This design comes from an exercise in tuning for small area, a short achievable clock period and few clock cycles on the open sky130 flow, not from production work.
Where RTL was checked, it was by simulation tests only, not by an equivalence proof against the original.
No activity file was given, so power comes from the tool's default toggle rates.

## red
==> flow/design.v (excerpt) <==
module palert_dec (
    input             clk,
    input             rst,           
    input      [15:0] cfg_poly,      
    input      [15:0] cfg_init,      
    input      [31:0] cfg_sync,      
    input      [5:0]  cfg_crc_off,   
    input             cfg_tbo,       
    input             req_valid,
    output            req_ready,
    input             req_write,
    input             req_pkt,       
    input      [6:0]  req_addr,
    input      [31:0] req_wdata,
    output reg        rsp_valid,
    output reg [31:0] rsp_data
);
Size in the first run: roughly 4400 cells after synthesis, roughly 1300 flip-flops, roughly 62000 um2 of cells after synthesis.
Settings: LEC_CHECK=0, ABC_CLOCK_PERIOD_IN_PS=2500, CAP_MARGIN=10, CORE_MARGIN=2, CORE_UTILIZATION=60, CTS_CLUSTER_DIAMETER=70, CTS_CLUSTER_SIZE=30, SLEW_MARGIN=20; clock period 12.0 ns.
standard.sh (not shown) runs the stock make flow with config.mk's settings and CLKGATE_MAP_FILE= SYNTH_SCRIPT=/design/flow/synth_recipe.tcl, a recipe that flattens the netlist after the stock synthesis.
==> flow/flow/run.sh <==
#!/bin/bash
# Standard layout with two changes to how it is optimised:
# - the repair steps aim for more setup slack than the 12 ns constraint
#   asks (the constraint itself is unchanged), so the achieved period shrinks;
# - ports are buffered with buf_4 instead of the delay buffer buffer_ports
#   picks by default, which footprint-matched resizing can never swap out.
set -euo pipefail
export SETUP_SLACK_MARGIN=9.0
export TNS_END_PERCENT=20
export BUFFER_PORTS_ARGS="-buffer_cell sky130_fd_sc_hd__buf_4"
bash standard.sh > standard.log 2>&1
Testbench counts of red, summed over its fixed seeds: cycles 14,855.
For blue, these inputs were changed with respect to red:
- ABC_CLOCK_PERIOD_IN_PS no longer set, was 2500
### Flow results
Between red and blue, the area of the die does not differ in any meaningful way. Comparing red against blue, there is no change at all in number of vias per cell. Summary of blue over red: leakage power roughly the same, number of antenna violations at the first check in global routing was more or less identical, count of different cell masters after synthesis saw little to no change. Number of global-route vias before repair came out exactly the same in red and blue. Clock power share across red and blue: no real change. Reported for red and blue, setup slack turned out identical to the last digit. Diff blue..red | number of post-CTS setup repair buffers | unchanged. Reported for red and blue, path length in cells of the critical path turned out identical to the last digit. Clock distribution area overhead in the final layout across red and blue: no real change.
Edits applied to the flow inputs when going from blue to green:
- ABC_CLOCK_PERIOD_IN_PS: unset -> 3500
Findings:
Per the comparison of green with blue, initial antenna violation count level; share of total power in combinational logic level; post-synthesis simple-gate area fraction saw little to no change; arrival time reported for the critical path endpoint about even; area fraction in compound gates after synthesis neither gained nor lost much. Comparing blue against green, there is no change at all in number of cells produced by synthesis.
Modified inputs, orange compared to green
- a change of CAP_MARGIN from 10 to 40
- a deleted ABC_CLOCK_PERIOD_IN_PS that had been 3500
- From green to orange the numbers moved as follows: smallest hold slack ~0 delta; fraction of layout instances using a drive strength above 1 now larger; ratio of final minimum period to clock period has increased; total power density per cell area shows a reduction of 1.7%; post-synthesis instance total essentially unchanged.
- Between green and orange, reg-to-reg setup timing slack is lower for orange, green comes in above that.
- green has lower area added between synthesis and finish than orange.
- For orange, the capturing element of the worst setup path was vb[1], unlike green, where it was vb[7].
- green -> orange: cell area reported after detailed placement increased slightly
- Against green, orange comes in 98 higher on placed cell count.

* * *

## 01-28
palert_dec, a different RTL version from the one above (not shown whole).
Size: ~1400 flip-flops, ~150 I/O pins, about 61000 sq um of cells after synthesis.
Settings: LEC_CHECK=0, CAP_MARGIN=40, CORE_MARGIN=2, CORE_UTILIZATION=60, SLEW_MARGIN=20; clock period 12.0 ns.
==> flow/flow/run.sh <==
#!/bin/bash
# Standard layout; the repair steps aim for more setup slack than the
# 12 ns constraint asks, so that the achieved period shrinks.
set -euo pipefail
export SETUP_SLACK_MARGIN=9.0
export TNS_END_PERCENT=20
bash standard.sh > standard.log 2>&1
Testbench counts of 01-28, summed over its fixed seeds: cycles 14,855.
--- input diff 01-28..06-22 ---
-- flow/config.mk --
<<< 01-28, line 10
export CORE_UTILIZATION = 60
>>> 06-22, line 10
export CORE_UTILIZATION = 40
--- outcome ---
Looking at worst IR drop on VDD, 06-22 sits about 10% lower than 01-28 does. The faster design of the two is 01-28; 06-22 tops out lower. From 01-28 to 06-22 the numbers moved as follows: wire length of the first global-routing pass grew by 3.7%; power dissipated in the clock network shows an increase of about 2%; number of antenna violations at the first check in global routing now sits at about the same level; met1 layer usage reported by global route dropped 15 points; clock period minus final worst setup slack now sits higher. Fraction of layout instances using a drive strength above 1: higher on 06-22. 06-22 reports a lower least setup slack across all paths after layout than 01-28 does.

* * *

Another version of the RTL of palert_dec (not shown whole).
For scale: ~1,400 flip-flops, about 150 I/O pins, about 62,000 um2 of cells after synthesis.
export LEC_CHECK = 0
export CAP_MARGIN = 40
export CORE_MARGIN = 2
export CORE_UTILIZATION = 40
export SLEW_MARGIN = 20
create_clock -name core_clock -period 12.0 [get_ports {clk}]
==> flow/flow/run.sh <==
#!/bin/bash
# Standard layout; the repair steps aim for more setup slack than the
# 12 ns constraint asks, so that the achieved period shrinks.
set -euo pipefail
export SETUP_SLACK_MARGIN=8.6
bash standard.sh > standard.log 2>&1
Edit:
--- a/flow/flow/run.sh
+++ b/flow/flow/run.sh
@@ -4,3 +4,4 @@
 set -euo pipefail
-export SETUP_SLACK_MARGIN=8.6
+export SETUP_SLACK_MARGIN=9.0
+export TNS_END_PERCENT=20
 bash standard.sh > standard.log 2>&1
Effect: Worst hold slack got worse by 8.9 ps. Wire length came out higher slightly. Worst setup slack improved by 61 ps. Power came out higher slightly. Final cell count barely changes. Sequential cell count is unchanged.
No functional check of the RTL was part of any run of this note.

* * *

== run M ==
Another version of the RTL of palert_dec (not shown whole).
Size: roughly 150 I/O pins, roughly 63000 um2 of cells after synthesis.
clock: 12.0 ns
lec_check: 0
cap_margin: 40
core_margin: 2
core_utilization: 65
slew_margin: 20
==> flow/flow/run.sh <==
#!/bin/bash
# Standard layout with two changes to how it is optimised:
# - the repair steps aim for more setup slack than the 12 ns constraint
#   asks (the constraint itself is unchanged), so the achieved period shrinks;
# - ports are buffered with buf_4 instead of the delay buffer buffer_ports
#   picks by default, which footprint-matched resizing can never swap out.
set -euo pipefail
export SETUP_SLACK_MARGIN=9.0
export TNS_END_PERCENT=20
export BUFFER_PORTS_ARGS="-buffer_cell sky130_fd_sc_hd__buf_4"
bash standard.sh > standard.log 2>&1
The flow did not stop early for run M: all stages ran, and the layout cleared the timing, DRC and antenna checks.
Testbench counts of run M, summed over its fixed seeds: cycles 14,855.
The following lists how run D was set up differently from run M:
- swapping 65 for 75 in CORE_UTILIZATION
## What came out
Looking at the reports, run M completed the entire flow and the layout it produced met the timing, DRC and antenna checks. FAIL run D @ clock tree synthesis (4_1_cts): tool exited with error. Relative to run M, half-perimeter wire length after detailed placement increased by 5500 um in run D. Taking run M as the reference, in run D die height decreased by about 7% relative to the old numbers, flop and latch count out of synthesis now sits at about the same level, starting density of the core higher.

## what the ideal ports hide
No port has a modelled driver above. Below, the same layouts with a new extraction and two added sets of constraints. Step 1 (the two cells are an assumption about what drives the block):
set clk [get_ports {clk}]
set_driving_cell -lib_cell sky130_fd_sc_hd__clkbuf_16 $clk
set_driving_cell -lib_cell sky130_fd_sc_hd__buf_2 [delete_from_list [all_inputs] $clk]
Step 2, shift: input delay + t, output delay - t, t = (earliest + latest rising clock arrival at the registers) / 2. This alone moves slack from input paths to output paths. a / b / c = no drivers / after step 1 / after step 2; a / b = the first two.
| run | shift t [ns] | slack for setup (ns) | worst setup path after step 2 | worst slew at a driven data input, ns |
|---|---|---|---|---|
| red | 0.753 | 8.324 / 8.324 / 7.799 | input to register | 0.05 |
| blue | 0.753 | 8.324 / 8.324 / 7.799 | input to register | 0.05 |
| green | 0.753 | 8.324 / 8.324 / 7.799 | input to register | 0.05 |
| orange | 0.757 | 8.293 / 8.293 / 7.839 | input to register | 0.07 |
| 01-28 | 0.825 | 8.267 / 8.189 / 8.025 | input to register | 0.06 |
| 06-22 | 0.851 | 8.217 / 8.142 / 7.853 | input to register | 0.05 |
| the first run of note 3 | 0.841 | 8.163 / 8.163 / 7.608 | input to register | 0.06 |
| the second run of note 3 | 0.841 | 8.225 / 8.175 / 7.640 | input to register | 0.06 |
| run M | 0.833 | 8.350 / 8.274 / 8.125 | input to register | 0.08 |
After both steps every run listed still meets setup and hold. For the second run of note 3, which loses most, drivers alone change the setup slack by -0.050 ns; drivers and shift together by -0.585 ns.
